From an optimization exercise on the open Yosys and OpenROAD flow, aimed at small area, a short achievable clock period and few clock cycles; shortcuts taken in it are not production practice.
Function was checked by simulation only, so behaviour that the tests miss may differ from the original.
Power figures rest on the tool's default switching activity, not on a simulated workload.

$ cat config.mk
export PLATFORM = sky130hd
export DESIGN_NAME = pfpp_engine
export DESIGN_NICKNAME = pfpp_engine
export VERILOG_FILES = /design/flow/design.v
export SDC_FILE = /design/flow/constraint.sdc
export NUM_CORES = 4
export LEC_CHECK = 0
export CAP_MARGIN = 20
export CORE_MARGIN = 2
export CORE_UTILIZATION = 40
export SLEW_MARGIN = 20
$ cat constraint.sdc
create_clock -name core_clock -period 10.0 [get_ports {clk}]
set_input_delay 2.0000 -clock core_clock [delete_from_list [all_inputs] [get_ports {clk}]]
set_output_delay 2.0000 -clock core_clock [all_outputs]
set_load 0.01 [all_outputs]
$ cat design.v
module pfpp_engine (
    input  wire         clk,
    input  wire         rst,
    input  wire         cmd_valid,
    input  wire [63:0]  cmd_word,
    output wire         busy,
    output reg  [3:0]   err,
    output reg  [31:0]  result,
    output reg  [127:0] dirty,
    input  wire         cfg_coalesce,
    input  wire [31:0]  cfg_opc,        
    input  wire [15:0]  cfg_nopb,       
    input  wire [2:0]   cfg_rowlen,
    input  wire [2:0]   cfg_endlen,
    input  wire [12:0]  cfg_src_len,    
    input  wire [8:0]   cfg_pal_len,    
    output reg  [6:0]   fb_addr,
    output reg          fb_we,
    output reg  [127:0] fb_wdata,
    input  wire [127:0] fb_rdata,
    output reg  [11:0]  src_addr,
    input  wire [7:0]   src_rdata,
    output reg  [7:0]   pal_addr,
    input  wire [23:0]  pal_rdata,
    output reg          bus_req,
    output reg  [1:0]   bus_kind,
    output reg  [7:0]   bus_byte,
    input  wire         bus_done,
    input  wire         bus_err
);
    localparam [3:0] OP_NOP = 4'h0, OP_CLEAR = 4'h1, OP_FLUSH = 4'h2,
                     OP_POINT = 4'h3, OP_HLINE = 4'h4, OP_VLINE = 4'h5,
                     OP_FILL = 4'h6, OP_BLIT = 4'h7, OP_QUANT = 4'h8,
                     OP_GLA = 4'h9, OP_XFORM = 4'hA;
    localparam [3:0] E_OK = 4'd0, E_ILLEGAL = 4'd1, E_RSVD = 4'd2,
                     E_BOUNDS = 4'd3, E_ALIGN = 4'd4, E_SRCRANGE = 4'd5,
                     E_PALRANGE = 4'd6, E_BUS = 4'd7;
    localparam [1:0] K_ASSERT = 2'd0, K_BYTE = 2'd1, K_DEASSERT = 2'd2;
    localparam [4:0] S_IDLE    = 5'd0,
                     S_DEC     = 5'd1,
                     S_ROW_RD  = 5'd2,
                     S_ROW_WR  = 5'd3,
                     S_B_RD    = 5'd4,
                     S_B_CAP   = 5'd5,
                     S_B_SRC   = 5'd6,
                     S_B_PAL   = 5'd7,
                     S_B_COL   = 5'd8,
                     S_B_WR    = 5'd9,
                     S_CLR_WR  = 5'd10,
                     S_F_SCAN  = 5'd11,
                     S_F_RD    = 5'd12,
                     S_F_CAP   = 5'd13,
                     S_BUS     = 5'd14,
                     S_DONE    = 5'd15;
    localparam [1:0] T_CLR = 2'd0, T_UPD = 2'd1, T_NOP = 2'd2;
    localparam [2:0] P_ASSERT = 3'd0, P_CMD = 3'd1, P_SECOND = 3'd2,
                     P_ADDR = 3'd3, P_DATA = 3'd4, P_TRAIL = 3'd5,
                     P_DEASSERT = 3'd6;
    function [7:0] rev8;
        input [7:0] b;
        integer i;
        begin
            for (i = 0; i < 8; i = i + 1)
                rev8[i] = b[7-i];
        end
    endfunction
    function [23:0] luma_sum;
        input [23:0] rgb;
        begin
            luma_sum = rgb[23:16] * 24'd19661 + rgb[15:8] * 24'd38666
                     + rgb[7:0] * 24'd7209;
        end
    endfunction
    reg [4:0]   state;
    reg [63:0]  w;             
    reg [3:0]   code;          
    reg [6:0]   xl, xr;        
    reg [6:0]   row;           
    reg [6:0]   row_end;       
    reg         color;
    reg [127:0] rowbuf;
    reg [7:0]   pix;           
    reg [15:0]  sbit;          
    reg [1:0]   ttype;
    reg [2:0]   tphase;
    reg [3:0]   tk;            
    reg [2:0]   tcnt;          
    reg         tmore;         
    reg         tfail;         
    reg [7:0]   scan;          
    reg [6:0]   burst_start;
    wire [3:0]  op    = w[3:0];
    wire        col   = w[4];
    wire        bpp8  = w[5];
    wire        srclsb= w[6];
    wire        palq  = w[7];
    wire [7:0]  fa    = w[15:8];
    wire [7:0]  fb    = w[23:16];
    wire [7:0]  fc    = w[31:24];
    wire [7:0]  fd    = w[39:32];
    wire [23:0] fe    = w[63:40];
    reg [63:0] rmask;
    always @(*) begin
        case (op)
            OP_NOP, OP_CLEAR, OP_FLUSH: rmask = 64'hFFFFFFFF_FFFFFFF0;
            OP_POINT:                   rmask = 64'hFFFFFFFF_FF0000E0;
            OP_HLINE, OP_VLINE:         rmask = 64'hFFFFFFFF_000000E0;
            OP_FILL:                    rmask = 64'hFFFFFF00_000000E0;
            OP_BLIT:                    rmask = 64'h000000FF_00000010;
            OP_QUANT:                   rmask = 64'h000000FF_FFFFFFF0;
            default:                    rmask = 64'hFFFFFFFF_FFFF00F0;
        endcase
    end
    wire rsvd_bad = ((w & rmask) != 64'd0) || (op == OP_BLIT && bpp8 && srclsb);
    reg bounds_bad;
    always @(*) begin
        case (op)
            OP_POINT: bounds_bad = fa >= 8'd128 || fb >= 8'd128;
            OP_HLINE: bounds_bad = fa > fb || fb >= 8'd128 || fc >= 8'd128;
            OP_VLINE: bounds_bad = fa >= 8'd128 || fb > fc || fc >= 8'd128;
            OP_FILL:  bounds_bad = fa > fc || fc >= 8'd128 || fb > fd || fd >= 8'd128;
            OP_BLIT:  bounds_bad = fa >= 8'd128 || fb >= 8'd128
                                   || ({1'b0, fa} + {1'b0, fc}) > 9'd128;
            OP_GLA:   bounds_bad = fa >= 8'd128;
            default:  bounds_bad = 1'b0;
        endcase
    end
    wire        align_bad = bpp8 && (fe[2:0] != 3'd0);
    wire [25:0] blit_end  = {2'b0, fe} + (bpp8 ? {15'd0, fc, 3'd0} : {18'd0, fc});
    wire        range_bad = blit_end > {10'd0, cfg_src_len, 3'd0};
    wire [23:0] q_sum = luma_sum(fe);
    wire [2:0]  sb_sel = srclsb ? sbit[2:0] : (3'd7 - sbit[2:0]);
    wire [7:0]  pidx   = bpp8 ? src_rdata : {7'd0, src_rdata[sb_sel]};
    wire        pidx_bad = {1'b0, pidx} >= cfg_pal_len;
    wire [23:0] p_sum  = luma_sum(pal_rdata);
    wire        pcolor = palq ? (pal_rdata[7:0] != 8'd0) : p_sum[23];
    wire [6:0]  pcol   = xl + pix[6:0];
    reg [127:0] mask;
    integer c;
    always @(*) begin
        for (c = 0; c < 128; c = c + 1)
            mask[c] = (c >= xl) && (c <= xr);
    end
    reg [127:0] burst_mask;
    integer r;
    always @(*) begin
        for (r = 0; r < 128; r = r + 1)
            burst_mask[r] = (r >= burst_start) && (r <= row);
    end
    wire [7:0] row_byte = rowbuf[tk*8 +: 8];
    wire       next_dirty = (row != 7'd127) && dirty[row + 7'd1];
    assign busy = (state != S_IDLE);
    always @(*) begin
        fb_addr  = row;
        fb_we    = 1'b0;
        fb_wdata = 128'd0;
        src_addr = sbit[14:3];
        pal_addr = pidx;
        bus_req  = 1'b0;
        bus_kind = K_ASSERT;
        bus_byte = 8'd0;
        case (state)
            S_ROW_WR: begin
                fb_we    = 1'b1;
                fb_wdata = color ? (fb_rdata | mask) : (fb_rdata & ~mask);
            end
            S_B_WR: begin
                fb_we    = 1'b1;
                fb_wdata = rowbuf;
            end
            S_CLR_WR: begin
                fb_we    = 1'b1;
                fb_wdata = 128'd0;
            end
            S_BUS: begin
                bus_req = 1'b1;
                case (tphase)
                    P_ASSERT:   bus_kind = K_ASSERT;
                    P_DEASSERT: bus_kind = K_DEASSERT;
                    default:    bus_kind = K_BYTE;
                endcase
                case (tphase)
                    P_CMD: begin
                        case (ttype)
                            T_CLR:   bus_byte = cfg_opc[15:8];
                            T_UPD:   bus_byte = cfg_opc[7:0];
                            default: bus_byte = cfg_nopb[7:0];
                        endcase
                    end
                    P_SECOND: bus_byte = (ttype == T_CLR) ? cfg_opc[23:16] : cfg_nopb[15:8];
                    P_ADDR:   bus_byte = rev8({1'b0, row} + 8'd1);
                    P_DATA:   bus_byte = ~rev8(row_byte);
                    P_TRAIL:  bus_byte = cfg_opc[31:24];
                    default:  bus_byte = 8'd0;
                endcase
            end
            default: ;
        endcase
    end
    always @(posedge clk) begin
        if (rst) begin
            state  <= S_IDLE;
            err    <= E_OK;
            result <= 32'd0;
            dirty  <= 128'd0;
            w      <= 64'd0;
            code   <= E_OK;
            xl <= 7'd0; xr <= 7'd0; row <= 7'd0; row_end <= 7'd0; color <= 1'b0;
            rowbuf <= 128'd0;
            pix <= 8'd0; sbit <= 16'd0;
            ttype <= T_CLR; tphase <= P_ASSERT; tk <= 4'd0; tcnt <= 3'd0;
            tmore <= 1'b0; tfail <= 1'b0; scan <= 8'd0; burst_start <= 7'd0;
        end else begin
            case (state)
                S_IDLE: begin
                    if (cmd_valid) begin
                        w     <= cmd_word;
                        err   <= E_OK;
                        state <= S_DEC;
                    end
                end
                S_DEC: begin
                    if (op > OP_XFORM) begin
                        code <= E_ILLEGAL; state <= S_DONE;
                    end else if (rsvd_bad) begin
                        code <= E_RSVD; state <= S_DONE;
                    end else if (bounds_bad) begin
                        code <= E_BOUNDS; state <= S_DONE;
                    end else if (op == OP_BLIT && align_bad) begin
                        code <= E_ALIGN; state <= S_DONE;
                    end else if (op == OP_BLIT && range_bad) begin
                        code <= E_SRCRANGE; state <= S_DONE;
                    end else begin
                        code <= E_OK;
                        case (op)
                            OP_CLEAR: begin
                                ttype <= T_CLR; tphase <= P_ASSERT; tfail <= 1'b0;
                                state <= S_BUS;
                            end
                            OP_FLUSH: begin
                                scan  <= 8'd0;
                                state <= S_F_SCAN;
                            end
                            OP_POINT: begin
                                xl <= fa[6:0]; xr <= fa[6:0];
                                row <= fb[6:0]; row_end <= fb[6:0];
                                color <= col; state <= S_ROW_RD;
                            end
                            OP_HLINE: begin
                                xl <= fa[6:0]; xr <= fb[6:0];
                                row <= fc[6:0]; row_end <= fc[6:0];
                                color <= col; state <= S_ROW_RD;
                            end
                            OP_VLINE: begin
                                xl <= fa[6:0]; xr <= fa[6:0];
                                row <= fb[6:0]; row_end <= fc[6:0];
                                color <= col; state <= S_ROW_RD;
                            end
                            OP_FILL: begin
                                xl <= fa[6:0]; xr <= fc[6:0];
                                row <= fb[6:0]; row_end <= fd[6:0];
                                color <= col; state <= S_ROW_RD;
                            end
                            OP_BLIT: begin
                                if (fc == 8'd0) begin
                                    state <= S_DONE;
                                end else begin
                                    xl <= fa[6:0]; row <= fb[6:0];
                                    pix <= 8'd0; sbit <= fe[15:0];
                                    state <= S_B_RD;
                                end
                            end
                            OP_QUANT: begin
                                result <= {16'd0, q_sum[23:16], 7'd0, q_sum[23]};
                                state  <= S_DONE;
                            end
                            OP_GLA: begin
                                result <= {24'd0, rev8(fa + 8'd1)};
                                state  <= S_DONE;
                            end
                            OP_XFORM: begin
                                result <= {24'd0, ~rev8(fa)};
                                state  <= S_DONE;
                            end
                            default: state <= S_DONE;    
                        endcase
                    end
                end
                S_ROW_RD: state <= S_ROW_WR;
                S_ROW_WR: begin
                    dirty[row] <= 1'b1;
                    if (row == row_end) begin
                        state <= S_DONE;
                    end else begin
                        row   <= row + 7'd1;
                        state <= S_ROW_RD;
                    end
                end
                S_B_RD:  state <= S_B_CAP;
                S_B_CAP: begin
                    rowbuf <= fb_rdata;
                    state  <= S_B_SRC;
                end
                S_B_SRC: state <= S_B_PAL;
                S_B_PAL: begin
                    if (pidx_bad) begin
                        code  <= E_PALRANGE;
                        state <= S_DONE;
                    end else begin
                        state <= S_B_COL;
                    end
                end
                S_B_COL: begin
                    rowbuf[pcol] <= pcolor;
                    pix  <= pix + 8'd1;
                    sbit <= sbit + (bpp8 ? 16'd8 : 16'd1);
                    if (pix + 8'd1 == fc)
                        state <= S_B_WR;
                    else
                        state <= S_B_SRC;
                end
                S_B_WR: begin
                    dirty[row] <= 1'b1;
                    state <= S_DONE;
                end
                S_CLR_WR: begin
                    if (row == 7'd127) begin
                        dirty <= tfail ? {128{1'b1}} : 128'd0;
                        code  <= tfail ? E_BUS : E_OK;
                        state <= S_DONE;
                    end else begin
                        row <= row + 7'd1;
                    end
                end
                S_F_SCAN: begin
                    if (scan == 8'd128) begin
                        ttype <= T_NOP; tphase <= P_ASSERT; tfail <= 1'b0;
                        state <= S_BUS;
                    end else if (dirty[scan[6:0]]) begin
                        burst_start <= scan[6:0];
                        row   <= scan[6:0];
                        ttype <= T_UPD; tphase <= P_ASSERT; tfail <= 1'b0;
                        state <= S_BUS;
                    end else begin
                        scan <= scan + 8'd1;
                    end
                end
                S_F_RD:  state <= S_F_CAP;
                S_F_CAP: begin
                    rowbuf <= fb_rdata;
                    tphase <= P_ADDR;
                    state  <= S_BUS;
                end
                S_BUS: begin
                    if (bus_done) begin
                        if (tphase == P_DEASSERT) begin
                            case (ttype)
                                T_CLR: begin
                                    tfail <= tfail | bus_err;
                                    row   <= 7'd0;
                                    state <= S_CLR_WR;
                                end
                                T_NOP: begin
                                    code  <= (tfail | bus_err) ? E_BUS : E_OK;
                                    state <= S_DONE;
                                end
                                default: begin
                                    if (tfail | bus_err) begin
                                        code  <= E_BUS;
                                        state <= S_DONE;
                                    end else begin
                                        dirty <= dirty & ~burst_mask;
                                        scan  <= {1'b0, row} + 8'd1;
                                        state <= S_F_SCAN;
                                    end
                                end
                            endcase
                        end else if (bus_err) begin
                            tfail  <= 1'b1;
                            tphase <= P_DEASSERT;
                        end else begin
                            case (tphase)
                                P_ASSERT: tphase <= P_CMD;
                                P_CMD: begin
                                    if (ttype == T_UPD)
                                        state <= S_F_RD;
                                    else
                                        tphase <= P_SECOND;
                                end
                                P_SECOND: tphase <= P_DEASSERT;
                                P_ADDR: begin
                                    tk     <= 4'd0;
                                    tphase <= P_DATA;
                                end
                                P_DATA: begin
                                    if (tk != 4'd15) begin
                                        tk <= tk + 4'd1;
                                    end else begin
                                        tmore <= cfg_coalesce && next_dirty;
                                        if (cfg_coalesce && next_dirty) begin
                                            if (cfg_rowlen == 3'd0) begin
                                                row   <= row + 7'd1;
                                                state <= S_F_RD;
                                            end else begin
                                                tcnt   <= cfg_rowlen;
                                                tphase <= P_TRAIL;
                                            end
                                        end else begin
                                            if (cfg_endlen == 3'd0) begin
                                                tphase <= P_DEASSERT;
                                            end else begin
                                                tcnt   <= cfg_endlen;
                                                tphase <= P_TRAIL;
                                            end
                                        end
                                    end
                                end
                                P_TRAIL: begin
                                    if (tcnt != 3'd1) begin
                                        tcnt <= tcnt - 3'd1;
                                    end else if (tmore) begin
                                        row   <= row + 7'd1;
                                        state <= S_F_RD;
                                    end else begin
                                        tphase <= P_DEASSERT;
                                    end
                                end
                                default: ;
                            endcase
                        end
                    end
                end
                S_DONE: begin
                    err   <= code;
                    state <= S_IDLE;
                end
                default: state <= S_IDLE;
            endcase
        end
    end
endmodule
$ cat run.sh
#!/bin/bash
# synth_recipe.tcl (not shown) runs the flow's synth.tcl, then flattens the netlist and writes it again
# the make line also repeats each setting of config.mk as NAME=value (left out here)
make -C /OpenROAD-flow-scripts/flow DESIGN_CONFIG=/design/flow/config.mk WORK_HOME=/design/flow/orfs CLKGATE_MAP_FILE= SYNTH_SCRIPT=/design/flow/synth_recipe.tcl finish
==> flow_metrics.tcl <==
set metrics [dict create \
    reg2reg_to "result[15]" \
    ys_seq_area_share_pct 18.2 \
    worst_pin_slew_ps 1220 \
    yosysWarnings 1 \
    critPathLaunchType "input pin" \
    fin_crit_sh_pct 94.4 \
    cp-startpoint "pal_rdata[14]" \
    syn_inst 6189 \
    crit_family "adder cells" \
    fmax_mhz 106 \
    ctsResizeCount 0 \
    initialDrtViolationCount 6600 \
    yosysTopAreaCell "dfxtp_1" \
    r2r_slack_ps 1490 \
    critPathCapture "rowbuf[26]" \
    synth_edf_count 0 \
    portBuffers 620 \
    syn_area_um2 47600 \
    cpPeakStageDelay_ps 690 \
    required_ps 10620 \
    drc_errors 0 \
    reg2reg_depth 29 \
    cpMaxStageDelayCell "clkdlybuf4s50_1" \
    grt_setup_unrepaired "false" \
    worst_path_most_repeated_cell "fa_1" \
    die_x_um 349 \
    firstDrtPassIters 9 \
    ys_ff_latch 434 \
    track_usage_pct 34.5 \
    layout.nets 7424 \
    hp-start "code[0]" \
    slew_violations 0 \
    synth_top_area_share_pct 18.2 \
    drive_above_1_share_pct 6.76 \
    cp_data_arrival_time_ps 10050 \
    cts_tree "done" \
    cts_sinks 434 \
    crit_fanout 27 \
    grt_overflow 0 \
    rows 126 \
    hold_path.class "reg -> reg" \
    crit_type "in -> reg" \
    setup_viol 0 \
    syn_area_per_cell_um2 7.69 \
    vdd_drop_max_mv 0.357 \
    pwr-share-comb_pct 64.3 \
    cp.depth 29 \
    grt_pass1_vias 48500 \
    status "finished clean" \
    intPower_w 0.00609 \
    postRouteAntennaNets 0 \
    worstSkewPairLatency_ps 710 \
    ys_types 99 \
    core_area_um2 118000 \
    ctsHtreeMaxLevel 2 \
    maxCapViolations 0 \
    finalHoldViolCount 0 \
    routed_wl_mm 217 \
    wl_per_cell_um 26.9 \
    vias_per_cell 6.29 \
    path_buf_inv 3 \
    grt_pass1_wl_mm 321 \
    max_slew_margin_pct 18.1 \
    syn_to_final_growth_pct 19.1 \
    async_flop_share_pct 0 \
    dp_hpwl_mm 161 \
    vias 50800 \
    fin_crit_ps 9440 \
    dieHeight_um 349 \
    r2r_start "w[55]" \
    clock_path_buffers 3 \
    p_clk_share_pct 17.7 \
    gp_congestion 1.04 \
    finish.utilization_pct 48.0 \
    hold_buffers 0 \
    netSwitchingPower_w 0.00649 \
    start_util_pct 40.3 \
    cts_inserted_buffers 54 \
    post_cts_buffers 0 \
    die-area_um2 122000 \
    grt_max_degree 212 \
    finClkSkew_ps 66.0 \
    netSwitchingFraction_pct 51.6 \
    grt_antenna_before_repair 20 \
    power_density_nw_per_um2 222 \
    cts_root_buf "clkbuf_16" \
    p_leak_nw 22.2 \
    yosys-top-cells-area "dfxtp_1 (18%), ha_1 (11%), fa_1 (8.9%)" \
    clkTransAtPathRegs_ps 70 \
    setup_tns_ps 0 \
    end_kind "register" \
    power_frac_seq_pct 18.0 \
    io_pins 638 \
    synth_ff_type "dfxtp_1" \
]
-- metrics by stage --
stage	setup WS [ps]	hold WS, ps	cell area, um2	total power (W)	std cells
global placement	-25.3	441	54700	0.0101	7971
floorplan	1170	429	47700	0.00760	6205
global route	106	465	56700	0.0136	8082
CTS	580	443	56700	0.0125	8073
detailed placement	-118	450	54700	0.0102	7971
finish	565	445	56700	0.0126	8084
-- state kept, by name, indices dropped and copies added, names as in the netlist, 4 cells and up --
name         cells
dirty          128
rowbuf         128
w               64
result          16
sbit            15
pix              8
scan             8
burst_start      7
rmask            7
row              7
row_end          7
xl               7
xr               7
state            4
tk               4
-- worst min path at each step --
stage / depth (start not counted) / slack [ps] / end
final: 2 / 450 / err[0]
after global routing: 2 / 460 / err[0]
after CTS: 2 / 440 / err[0]
after detailed placement: 2 / 450 / err[1]
after global placement: 2 / 440 / err[1]
after floorplan: 2 / 430 / err[0]
-- power groups by stage --
stage | Sequential (W) | Combinational, W | Clock [W]
finish | 0.00226 | 0.00809 | 0.00223
CTS | 0.00225 | 0.00800 | 0.00225
detailed placement | 0.00228 | 0.00794 | 0
global placement | 0.00228 | 0.00782 | 0
global route | 0.00228 | 0.00898 | 0.00231
floorplan | 0.00207 | 0.00553 | 0
-- cells by family (layout without fill, tap and decap cells) --
logic type | Yosys count | count (layout) | synth area share (%)
AO/OA/AOI/OAI | 1911 | 1911 | 25.7
XOR/XNOR | 110 | 110 | 2.10
adder cells (fa/ha/maj) | 627 | 627 | 19.8
buffers and inverters | 995 | 1327 | 8.27
flip-flops | 434 | 434 | 18.2
multiplexers | 296 | 296 | 9.03
other | 1 | 28 | 0.00787
AND/OR/NAND/NOR | 1815 | 1815 | 16.8
-- layer usage --
layer	vias up	track usage, %	share of wire [%]
li1	22700	-	-
met1	24500	45.5	40
met2	3019	54.0	45
met3	577	6.89	9.9
met4	16	15.8	5.1
met5	-	0	0.046
-- synthesized netlist by cell type, drive strengths merged, types with 112 or more instances --
master / count
clkbuf: 393
o21ai: 615
nand3: 112
nor2: 468
dfxtp: 434
nand2: 796
nor3: 125
a22oi: 139
o211ai: 112
a21oi: 428
inv: 499
fa: 211
ha: 416
mux2i: 180
-- worst reg2reg max path: cells and delay by family (launching register included) --
family	cells	cell delay, ps
buffers and inverters	4	320
XOR/XNOR	3	690
adder cells (fa/ha/maj)	9	3640
AND/OR/NAND/NOR	3	600
flip-flops	1	660
AO/OA/AOI/OAI	10	2510
-- cell type report --
| class | instances | area (um2) |
|---|---|---|
| repair buffers | 717 | 6980 |
| clock inverters | 33 | 460 |
| flip-flops and latches | 434 | 8700 |
| diodes | 11 | 27.5 |
| fillers | 11700 | 61400 |
| inverters | 508 | 1910 |
| multi-input cells | 4776 | 35200 |
| clock buffers | 69 | 1530 |
| well taps | 1536 | 1920 |
-- placed cells by master (no fill, tap or decap), types with 55 or more instances in the layout --
cell,count
fa_1,211
nor2_1,460
nor3_1,121
ha_1,415
a31oi_1,73
a22oi_1,139
clkdlybuf4s50_1,619
xnor2_1,79
nand2_1,793
mux4_2,106
o31ai_1,55
o21ai_0,602
nand3_1,111
mux2i_1,180
buf_4,94
a21oi_1,420
a211oi_1,64
o211ai_1,111
inv_1,496
dfxtp_1,425
Testbench counts, summed over its fixed seeds: cycles 535,759.

==> what the ideal ports hide <==
Ports are ideal in the flow. The routed layout listed here was re-timed in OpenROAD.
Step 1 (the two cells are an assumption about what drives the block):
set clk [get_ports {clk}]
set_driving_cell -lib_cell sky130_fd_sc_hd__clkbuf_16 $clk
set_driving_cell -lib_cell sky130_fd_sc_hd__buf_2 [delete_from_list [all_inputs] $clk]
Step 2 moves the port delays by t, midway between the first and last clock arrival at a register: inputs arrive t later, outputs are due t later. That takes back most of the time a late clock gives input paths.
Slacks: ideal ports / drivers / drivers and shift; pairs: ideal ports / drivers.
shift t [ns]: 0.758
setup slack, ns: 0.565 / 0.615 / -0.143
worst setup path after step 2: input to register
worst slew at a driven data input, ns: 0.18
cell pins on the clock port's net: 1
Met with ideal ports but missed after step 2: setup timing in this run. For this run, drivers alone change the setup slack by +0.050 ns; drivers and shift together by -0.708 ns.
